This is an optimization exercise on Yosys and OpenROAD, whose aim is small area, not a production implementation. RTL that was checked went through simulation tests only; none was proved equivalent to the original. Power figures rest on the tool's default switching activity, not on a simulated workload.

==> trial 29: inputs <==
==> flow/design.v (excerpt) <==
module qsub_extractor (
    input  wire         clk,
    input  wire         rst,
    input  wire         cmd_valid,
    input  wire [31:0]  cmd,
    output wire [31:0]  status,
    output wire [31:0]  res,
    output wire [103:0] rstr,
    output wire [31:0]  finfo,
    output wire [31:0]  fcmd
);
clock: 15.0 ns
lec_check: 0
cap_margin: 20
core_margin: 2
core_utilization: 55
place_density: 0.65
slew_margin: 20
synth_hierarchical: 1
standard.sh (not shown) runs the stock make flow with config.mk's settings and CLKGATE_MAP_FILE= SYNTH_SCRIPT=/design/flow/synth_recipe.tcl, a recipe that flattens the netlist after the stock synthesis.
==> flow/flow/run.sh <==
#!/bin/bash
# The standard layout (standard.sh: the ORFS flow with the standard
# synthesis) with two options changed:
#  - every port is buffered with the smallest buffer, sky130_fd_sc_hd__buf_1,
#    instead of the cell buffer_ports picks by itself;
#  - clock tree synthesis builds the tree from clkbuf_8 cells, in clusters of up to 16 sinks, and adds no
#    dummy load cells.
# Each tool's output goes to standard.log in this folder (ORFS also keeps its
# per-step logs under orfs/logs/).
set -o pipefail
export BUFFER_PORTS_ARGS="-buffer_cell sky130_fd_sc_hd__buf_1"
export CTS_ARGS="-sink_clustering_enable -repair_clock_nets -dont_use_dummy_load -buf_list sky130_fd_sc_hd__clkbuf_8 -sink_clustering_size 16 -sink_clustering_max_diameter 60"
bash standard.sh > standard.log 2>&1
==> trial 22: changes against trial 29 <==
--- a/flow/design.v
+++ b/flow/design.v
@@ -330,76 +330,12 @@
     wire [15:0]  tm4 = {{8{ewidth[3]}} & tm3, {8{ewidth[3]}} | tm3};
     wire [31:0]  tm5 = {{16{ewidth[4]}} & tm4, {16{ewidth[4]}} | tm4};
     wire [31:0]  wmask = {32{ewidth[5]}} | tm5;
     wire [31:0]  ext_val = shr & wmask;
     assign res = ext_val | {25'h0, ((rk == R_INT) || (rk == R_BOOL)) ? rd[6:0] : 7'h0};
-    wire [7:0]  pl_on;
-    wire [23:0] pl_idxv;
-    wire [3:0]  pl_len;
-    qs_pl pl (.pb(rd[7:0]), .on(pl_on), .idx(pl_idxv), .len(pl_len));
-    wire [2:0]  pl_idx [0:7];
-    generate
-        for (gi = 0; gi < 8; gi = gi + 1) begin : g_pli
-            assign pl_idx[gi] = pl_idxv[3*gi +: 3];
-        end
-    endgenerate
-    reg [3:0] rlen;
-    always @* begin
-        case (rk)
-            R_PL: rlen = pl_len;
-            R_CH: rlen = 4'd1;
-            R_M2: rlen = 4'd13;
-            R_M3: case (rd[2:0])
-                      3'd0:    rlen = 4'd2;
-                      3'd1:    rlen = 4'd3;
-                      3'd2:    rlen = 4'd2;
-                      3'd3:    rlen = 4'd5;
-                      default: rlen = 4'd12;
-                  endcase
-            default: rlen = 4'd0;
-        endcase
-    end
-    wire [5:0] f3 [0:11];
-    generate
-        for (gi = 0; gi < 5; gi = gi + 1) begin : g_f3s
-            assign f3[gi] = six[gi];
-        end
-        for (gi = 5; gi < 12; gi = gi + 1) begin : g_f3d
-            assign f3[gi] = {2'b0, nib[gi + 3]};
-        end
-    endgenerate
-    reg [5:0]  cc [0:12];
-    reg [12:0] on;
-    integer p;
-    always @* begin
-        for (p = 0; p < 13; p = p + 1) begin
-            cc[p] = 6'h0;
-            on[p] = 1'b0;
-            case (rk)
-                R_PL: if (p < 8) begin cc[p] = {3'b100, pl_idx[p]}; on[p] = pl_on[p]; end
-                R_CH: if (p == 0) begin cc[p] = rd[5:0]; on[p] = 1'b1; end
-                R_M2: begin cc[p] = {2'b0, nib[p]}; on[p] = 1'b1; end
-                R_M3: begin
-                    case (rd[2:0])
-                        3'd0: if (p < 2)  begin cc[p] = f3[p];     on[p] = 1'b1; end
-                        3'd1: if (p < 3)  begin cc[p] = f3[p + 2]; on[p] = 1'b1; end
-                        3'd2: if (p < 2)  begin cc[p] = f3[p + 5]; on[p] = 1'b1; end
-                        3'd3: if (p < 5)  begin cc[p] = f3[p + 7]; on[p] = 1'b1; end
-                        default: if (p < 12) begin cc[p] = f3[p]; on[p] = 1'b1; end
-                    endcase
-                end
-                default: ;
-            endcase
-        end
-    end
-    generate
-        for (gi = 0; gi < 13; gi = gi + 1) begin : g_rstr
-            wire hi = cc[gi][5] | cc[gi][4];
-            assign rstr[8*gi +: 8] = {1'b0, on[gi] & hi, on[gi] & ~hi, on[gi] & ~cc[gi][4],
-                                      cc[gi][3:0] & {4{on[gi]}}};
-        end
-    endgenerate
+    wire [3:0] rlen;
+    qs_rstr rs (.rk(rk), .rdl(rd[7:0]), .pv(pv), .rstr(rstr), .rlen(rlen));
     wire [3:0]  fcause = fault ? x_cause : 4'd0;
     assign finfo  = {16'h0, fault ? x_info : 16'h0};
     assign fcmd   = fault ? fcmd_q : 32'h0;
     assign status = {9'b0, symcnt, fcause, rlen, 2'b0, rkind, view, fv, fault};
 endmodule
@@ -478,5 +414,94 @@
     endgenerate
     wire [8:0] pa = at[7];
     assign len = {pa[8], pa[4] & ~pa[8], (pa[2] & ~pa[4]) | (pa[6] & ~pa[8]),
                   (pa[1] & ~pa[2]) | (pa[3] & ~pa[4]) | (pa[5] & ~pa[6]) | (pa[7] & ~pa[8])};
 endmodule
+module qs_rstr (
+    input  wire [2:0]   rk,
+    input  wire [7:0]   rdl,
+    input  wire [71:0]  pv,
+    output wire [103:0] rstr,
+    output reg  [3:0]   rlen
+);
+    localparam [2:0] R_PL = 3'd4, R_CH = 3'd5, R_M2 = 3'd6, R_M3 = 3'd7;
+    genvar gi;
+    wire [3:0] nib [0:12];
+    wire [3:0] nibx [8:14];
+    wire [5:0] six [0:4];
+    generate
+        for (gi = 0; gi < 13; gi = gi + 1) begin : g_nib
+            assign nib[gi] = pv[71 - 4*gi -: 4];
+        end
+        for (gi = 8; gi < 15; gi = gi + 1) begin : g_nibx
+            assign nibx[gi] = pv[71 - 4*gi -: 4];
+        end
+        for (gi = 0; gi < 5; gi = gi + 1) begin : g_six
+            assign six[gi] = pv[71 - 6*gi -: 6];
+        end
+    endgenerate
+    wire [7:0]  pl_on;
+    wire [23:0] pl_idxv;
+    wire [3:0]  pl_len;
+    qs_pl pl (.pb(rdl), .on(pl_on), .idx(pl_idxv), .len(pl_len));
+    wire [2:0]  pl_idx [0:7];
+    generate
+        for (gi = 0; gi < 8; gi = gi + 1) begin : g_pli
+            assign pl_idx[gi] = pl_idxv[3*gi +: 3];
+        end
+    endgenerate
+    always @* begin
+        case (rk)
+            R_PL: rlen = pl_len;
+            R_CH: rlen = 4'd1;
+            R_M2: rlen = 4'd13;
+            R_M3: case (rdl[2:0])
+                      3'd0:    rlen = 4'd2;
+                      3'd1:    rlen = 4'd3;
+                      3'd2:    rlen = 4'd2;
+                      3'd3:    rlen = 4'd5;
+                      default: rlen = 4'd12;
+                  endcase
+            default: rlen = 4'd0;
+        endcase
+    end
+    wire [5:0] f3 [0:11];
+    generate
+        for (gi = 0; gi < 5; gi = gi + 1) begin : g_f3s
+            assign f3[gi] = six[gi];
+        end
+        for (gi = 5; gi < 12; gi = gi + 1) begin : g_f3d
+            assign f3[gi] = {2'b0, nibx[gi + 3]};
+        end
+    endgenerate
+    reg [5:0]  cc [0:12];
+    reg [12:0] on;
+    integer p;
+    always @* begin
+        for (p = 0; p < 13; p = p + 1) begin
+            cc[p] = 6'h0;
+            on[p] = 1'b0;
+            case (rk)
+                R_PL: if (p < 8) begin cc[p] = {3'b100, pl_idx[p]}; on[p] = pl_on[p]; end
+                R_CH: if (p == 0) begin cc[p] = rdl[5:0]; on[p] = 1'b1; end
+                R_M2: begin cc[p] = {2'b0, nib[p]}; on[p] = 1'b1; end
+                R_M3: begin
+                    case (rdl[2:0])
+                        3'd0: if (p < 2)  begin cc[p] = f3[p];     on[p] = 1'b1; end
+                        3'd1: if (p < 3)  begin cc[p] = f3[p + 2]; on[p] = 1'b1; end
+                        3'd2: if (p < 2)  begin cc[p] = f3[p + 5]; on[p] = 1'b1; end
+                        3'd3: if (p < 5)  begin cc[p] = f3[p + 7]; on[p] = 1'b1; end
+                        default: if (p < 12) begin cc[p] = f3[p]; on[p] = 1'b1; end
+                    endcase
+                end
+                default: ;
+            endcase
+        end
+    end
+    generate
+        for (gi = 0; gi < 13; gi = gi + 1) begin : g_rstr
+            wire hi = cc[gi][5] | cc[gi][4];
+            assign rstr[8*gi +: 8] = {1'b0, on[gi] & hi, on[gi] & ~hi, on[gi] & ~cc[gi][4],
+                                      cc[gi][3:0] & {4{on[gi]}}};
+        end
+    endgenerate
+endmodule
==> notes <==
- Trial 22 finished with timing, DRC and antenna clean. Trial 29 completed with no timing, DRC or antenna violations.
- Against trial 29, the core utilization of trial 22 is higher by 0.86 points.
- Between trial 22 and trial 29, the lower power is in trial 29 (gap 2.0%, measured against trial 29).
- Of trial 29 and trial 22, trial 22 has the higher final area (gap about 1.4%, measured against trial 22).
- Against trial 29, the hold slack of trial 22 is better by 0.011 ns.
The RTL of trial 22 was laid out without a check of its function.

* * *

==> build 52 <==
qsub_extractor, a different RTL version from the one above (not shown whole).
Settings: LEC_CHECK=0, CAP_MARGIN=20, CORE_MARGIN=2, CORE_UTILIZATION=55, PLACE_DENSITY=0.65, SLEW_MARGIN=20, SYNTH_HIERARCHICAL=1; clock period 15.0 ns.
Scripts as last shown in full above: flow/flow/run.sh
==> build 11 (differences from build 52) <==
--- a/flow/design.v
+++ b/flow/design.v
@@ -126,19 +126,37 @@
             3'd2:    rng = 12'b000001100000;
             3'd3:    rng = 12'b111110000000;
             default: rng = 12'b111111111111;
         endcase
     end
     wire [19:0] cen  = is_m2 ? {7'b0, 13'h1FFF, 5'b0}
                              : (is_m3 ? {rng[11:5], 8'b0, rng[4:0]} : 20'b0);
-    wire        m23_bad, m23_six;
-    wire [7:0]  m23_site;
-    wire [5:0]  m23_val;
-    qs_first fst (.cbad(cen & {nb[14:0], sb}), .pv(pv), .bad(m23_bad), .is_six(m23_six),
-                  .site(m23_site), .val(m23_val));
+    wire [19:0] cbad = cen & {nb[14:0], sb};
+    reg  [19:0] hot;
+    reg         seen;
+    integer k;
+    always @* begin
+        seen = 1'b0;
+        for (k = 0; k < 20; k = k + 1) begin
+            hot[k] = cbad[k] & ~seen;
+            seen   = seen | cbad[k];
+        end
+    end
+    wire        m23_bad = |cbad;
+    wire        m23_six = |cbad[4:0];
+    reg  [7:0]  m23_site;
+    reg  [5:0]  m23_val;
+    always @* begin
+        m23_site = 8'h0;
+        m23_val  = 6'h0;
+        for (k = 0; k < 5; k = k + 1)
+            if (hot[k]) begin m23_site = m23_site | (6*k); m23_val = m23_val | six[k]; end
+        for (k = 0; k < 15; k = k + 1)
+            if (hot[k+5]) begin m23_site = m23_site | (4*k); m23_val = m23_val | {2'b0, nib[k]}; end
+    end
     wire sym_bit = byte_v[3'd7 - plane];
     reg        x_fault;
     reg [3:0]  x_cause;
     reg [15:0] x_info;
     always @* begin
         x_fault = 1'b1;
         x_cause = 4'd0;
@@ -310,24 +328,62 @@
     wire [3:0]   tm2 = {{2{ewidth[1]}} & tm1, {2{ewidth[1]}} | tm1};
     wire [7:0]   tm3 = {{4{ewidth[2]}} & tm2, {4{ewidth[2]}} | tm2};
     wire [15:0]  tm4 = {{8{ewidth[3]}} & tm3, {8{ewidth[3]}} | tm3};
     wire [31:0]  tm5 = {{16{ewidth[4]}} & tm4, {16{ewidth[4]}} | tm4};
     wire [31:0]  wmask = {32{ewidth[5]}} | tm5;
     wire [31:0]  ext_val = shr & wmask;
     assign res = ext_val | {25'h0, ((rk == R_INT) || (rk == R_BOOL)) ? rd[6:0] : 7'h0};
-    wire [7:0]  pl_on;
-    wire [23:0] pl_idxv;
-    wire [3:0]  pl_len;
-    qs_pl pl (.pb(rd[7:0]), .on(pl_on), .idx(pl_idxv), .len(pl_len));
-    wire [2:0]  pl_idx [0:7];
+    wire [7:0] pb = rd[7:0];
+    wire [7:0] lb = {pb[0], pb[1], pb[2], pb[3], pb[4], pb[5], pb[6], pb[7]};
+    wire [8:0] er [0:8];           
+    assign er[0] = 9'b1;
+    genvar gc, gk;
     generate
-        for (gi = 0; gi < 8; gi = gi + 1) begin : g_pli
-            assign pl_idx[gi] = pl_idxv[3*gi +: 3];
+        for (gc = 0; gc < 8; gc = gc + 1) begin : g_er
+            for (gk = 0; gk <= gc + 1; gk = gk + 1) begin : g_k
+                if (gk == 0) begin : k0
+                    if (gc % 2 == 0) assign er[gc+1][0] = ~(~lb[gc] & er[gc][0]);
+                    else             assign er[gc+1][0] = ~lb[gc] & ~er[gc][0];
+                end else if (gk == gc + 1) begin : kt
+                    if (gc % 2 == 0) assign er[gc+1][gk] = ~(lb[gc] & er[gc][gk-1]);
+                    else             assign er[gc+1][gk] = lb[gc] & ~er[gc][gk-1];
+                end else begin : km
+                    qsx_o22ai m (.a(er[gc][gk]), .b(er[gc][gk-1]), .na(lb[gc]), .nb(~lb[gc]),
+                                 .y(er[gc+1][gk]));
+                end
+            end
+            for (gk = gc + 2; gk < 9; gk = gk + 1) begin : g_z
+                assign er[gc+1][gk] = (gc % 2 == 0) ? 1'b1 : 1'b0;
+            end
         end
     endgenerate
+    reg  [7:0] h [0:7];
+    reg  [2:0] pl_idx [0:7];
+    reg  [8:0] ec;
+    integer c, q;
+    always @* begin
+        for (q = 0; q < 8; q = q + 1) begin
+            pl_idx[q] = 3'd0;
+            for (c = 0; c < 8; c = c + 1) begin
+                ec = (c % 2 == 0) ? er[c] : ~er[c];
+                h[q][c] = (c >= q) ? (lb[c] & ec[q]) : 1'b0;
+                if (h[q][c]) pl_idx[q] = pl_idx[q] | c[2:0];
+            end
+        end
+    end
+    wire [8:0] pe = er[8];         
+    wire [7:0] pl_on;              
+    assign pl_on[7] = pe[8];
+    generate
+        for (gk = 6; gk >= 0; gk = gk - 1) begin : g_on
+            assign pl_on[gk] = pl_on[gk+1] | pe[gk+1];
+        end
+    endgenerate
+    wire [3:0] pl_len = {pe[8], |pe[7:4], pe[2] | pe[3] | pe[6] | pe[7],
+                         pe[1] | pe[3] | pe[5] | pe[7]};
     reg [3:0] rlen;
     always @* begin
         case (rk)
             R_PL: rlen = pl_len;
             R_CH: rlen = 4'd1;
             R_M2: rlen = 4'd13;
             R_M3: case (rd[2:0])
@@ -411,88 +467,7 @@
     output wire [4:0] za,
     output wire [4:0] zb
 );
     assign s6 = {u[6], ~u[6] & u[5], ~u[6] & ~u[5]};
     assign za = u[4:0];
     assign zb = ~u[4:0];
 endmodule
-module qsx_ao21 (
-    input  wire a,
-    input  wire b,
-    input  wire c,
-    output wire y
-);
-    assign y = a | (b & c);
-endmodule
-module qs_pl (
-    input  wire [7:0]  pb,
-    output wire [7:0]  on,
-    output wire [23:0] idx,
-    output wire [3:0]  len
-);
-    wire [7:0] b = {pb[0], pb[1], pb[2], pb[3], pb[4], pb[5], pb[6], pb[7]};
-    wire [8:0] at [0:7];
-    genvar c, m, k;
-    generate
-        assign at[0] = {7'b0, b[0], 1'b1};
-        for (c = 1; c < 8; c = c + 1) begin : g_c
-            assign at[c][0] = 1'b1;
-            for (m = 1; m < 9; m = m + 1) begin : g_m
-                if (m == 1)
-                    assign at[c][m] = at[c-1][1] | b[c];
-                else if (m > c + 1)
-                    assign at[c][m] = 1'b0;
-                else if (m == c + 1)
-                    assign at[c][m] = b[c] & at[c-1][m-1];
-                else
-                    qsx_ao21 u (.a(at[c-1][m]), .b(b[c]), .c(at[c-1][m-1]), .y(at[c][m]));
-            end
-        end
-        for (k = 0; k < 8; k = k + 1) begin : g_k
-            wire [7:0] t;
-            for (c = 0; c < 8; c = c + 1) begin : g_t
-                assign t[c] = ~at[c][k+1];
-            end
-            assign idx[3*k + 2] = t[3];
-            assign idx[3*k + 1] = (t[1] & ~t[3]) | t[5];
-            assign idx[3*k]     = (t[0] & ~t[1]) | (t[2] & ~t[3]) | (t[4] & ~t[5]) | t[6];
-            assign on[k] = at[7][k+1];
-        end
-    endgenerate
-    wire [8:0] pa = at[7];
-    assign len = {pa[8], pa[4] & ~pa[8], (pa[2] & ~pa[4]) | (pa[6] & ~pa[8]),
-                  (pa[1] & ~pa[2]) | (pa[3] & ~pa[4]) | (pa[5] & ~pa[6]) | (pa[7] & ~pa[8])};
-endmodule
-module qs_first (
-    input  wire [19:0] cbad,
-    input  wire [71:0] pv,
-    output wire        bad,
-    output wire        is_six,
-    output wire [7:0]  site,
-    output wire [5:0]  val
-);
-    reg  [19:0] hot;
-    reg         seen;
-    reg  [7:0]  six_site, nib_site;
-    reg  [5:0]  six_val;
-    reg  [2:0]  nib_val;
-    integer k;
-    always @* begin
-        seen = 1'b0;
-        for (k = 0; k < 20; k = k + 1) begin
-            hot[k] = cbad[k] & ~seen;
-            seen   = seen | cbad[k];
-        end
-        six_site = 8'h0;
-        six_val  = 6'h0;
-        nib_site = 8'h0;
-        nib_val  = 3'h0;
-        for (k = 0; k < 5; k = k + 1)
-            if (hot[k]) begin six_site = six_site | (6*k); six_val = six_val | pv[71 - 6*k -: 6]; end
-        for (k = 0; k < 15; k = k + 1)
-            if (hot[k+5]) begin nib_site = nib_site | (4*k); nib_val = nib_val | pv[70 - 4*k -: 3]; end
-    end
-    assign bad    = |cbad;
-    assign is_six = |cbad[4:0];
-    assign site   = is_six ? six_site : nib_site;
-    assign val    = is_six ? six_val : {3'b001, nib_val};
-endmodule
==> flow/flow/run.sh (replaced) <==
#!/bin/bash
# The standard layout (standard.sh: the ORFS flow with the standard
# synthesis) with two options changed:
#  - every port is buffered with the smallest buffer, sky130_fd_sc_hd__buf_1,
#    instead of the cell buffer_ports picks by itself;
#  - clock tree synthesis builds the tree from clkbuf_4 cells and adds no
#    dummy load cells.
# Each tool's output goes to standard.log in this folder (ORFS also keeps its
# per-step logs under orfs/logs/).
set -o pipefail
export BUFFER_PORTS_ARGS="-buffer_cell sky130_fd_sc_hd__buf_1"
export CTS_ARGS="-sink_clustering_enable -repair_clock_nets -dont_use_dummy_load -buf_list sky130_fd_sc_hd__clkbuf_4"
bash standard.sh > standard.log 2>&1
==> summary of the runs <==
- Against build 52, the synthesized cell count of build 11 is larger by 2.5%.
- Build 52 finished with timing, DRC and antenna clean. Build 11 completed without violations.
- Between build 11 and build 52, the lower global-route usage is in build 52 (gap 2.4 points).
- In build 11 the sequential share of layout area is lower than in build 52, by 0.87 points.
- Between build 11 and build 52, the lower non-clock buffer count is in build 11 (gap 8).
- Final area: build 52 is lower than build 11 (2.3%).
- In build 52 the via count is lower than in build 11, by about 5%.
- In build 52 the cell count is lower than in build 11, by 2.3%.
- Against build 52, the hold slack of build 11 is worse by 0.070 ns.
==> figures <==
| quantity | build 11 | build 52 |
|---|---|---|
| Status | timing/DRC/antenna clean | timing/DRC/antenna clean |
| Worst Setup SP | cmd[30] | cmd[31] |
| Min Tclk post-route | 11.28 ns | 10.95 ns |
| # nets final | 2,191 | 2,140 |
| Yosys warning count | 13 | 10 |
| Leakage power of the design | 6.21 nW | 6.32 nW |
| Horizontal die dimension | 183 µm | 181 µm |
| Share of layout cells above drive strength 1 | 8.08% | 5.72% |
| GRT Total Usage | 42.7% | 40.3% |
| DR WL/cell | 29.1 µm | 28.1 µm |
| Crit-path max FO | 17 | 13 |
| Vias in the first global route | 16,800 | 15,800 |
| Multi-input gate share of the layout cell area | 50.4% | 49.9% |
| Pwr Total | 0.00146 W | 0.00142 W |
| Maximum level of the CTS H-tree | 2 | 1 |
| Fmax | 88.7 MHz | 91.3 MHz |
| Fraction of the mapped netlist area in compound gates | 32.2% | 30.2% |
| Total power divided by cell area | 76.9 nW/µm² | 76.5 nW/µm² |

port drivers added, routing unchanged:
How much do the figures lean on ideal ports? The routed layouts below were timed once more, with nothing changed but the port constraints. Step 1 assumes that a clkbuf_16 drives the clock port and a buf_2 every other input. Step 2, shift: input delay + t, output delay - t, t = (earliest + latest rising clock arrival at the registers) / 2. This alone moves slack from input paths to output paths. Slacks: ideal ports / drivers / drivers and shift; pairs: ideal ports / drivers.
| run | t, ns | setup slack, ns | worst setup path after step 2 | clock arrival spread, ns |
|---|---|---|---|---|
| trial 29 | 0.591 | 4.048 / 4.023 / 4.023 | input to output | 0.077 / 0.077 |
| trial 22 | 0.613 | 3.947 / 3.922 / 3.922 | input to output | 0.066 / 0.066 |
| build 52 | 0.593 | 4.052 / 4.029 / 4.029 | input to output | 0.064 / 0.064 |
| build 11 | 0.810 | 3.720 / 3.686 / 3.686 | input to output | 0.102 / 0.102 |
After both steps every run listed still meets setup and hold. For build 11, which loses most, drivers alone change the setup slack by -0.034 ns; drivers and shift together by -0.034 ns.
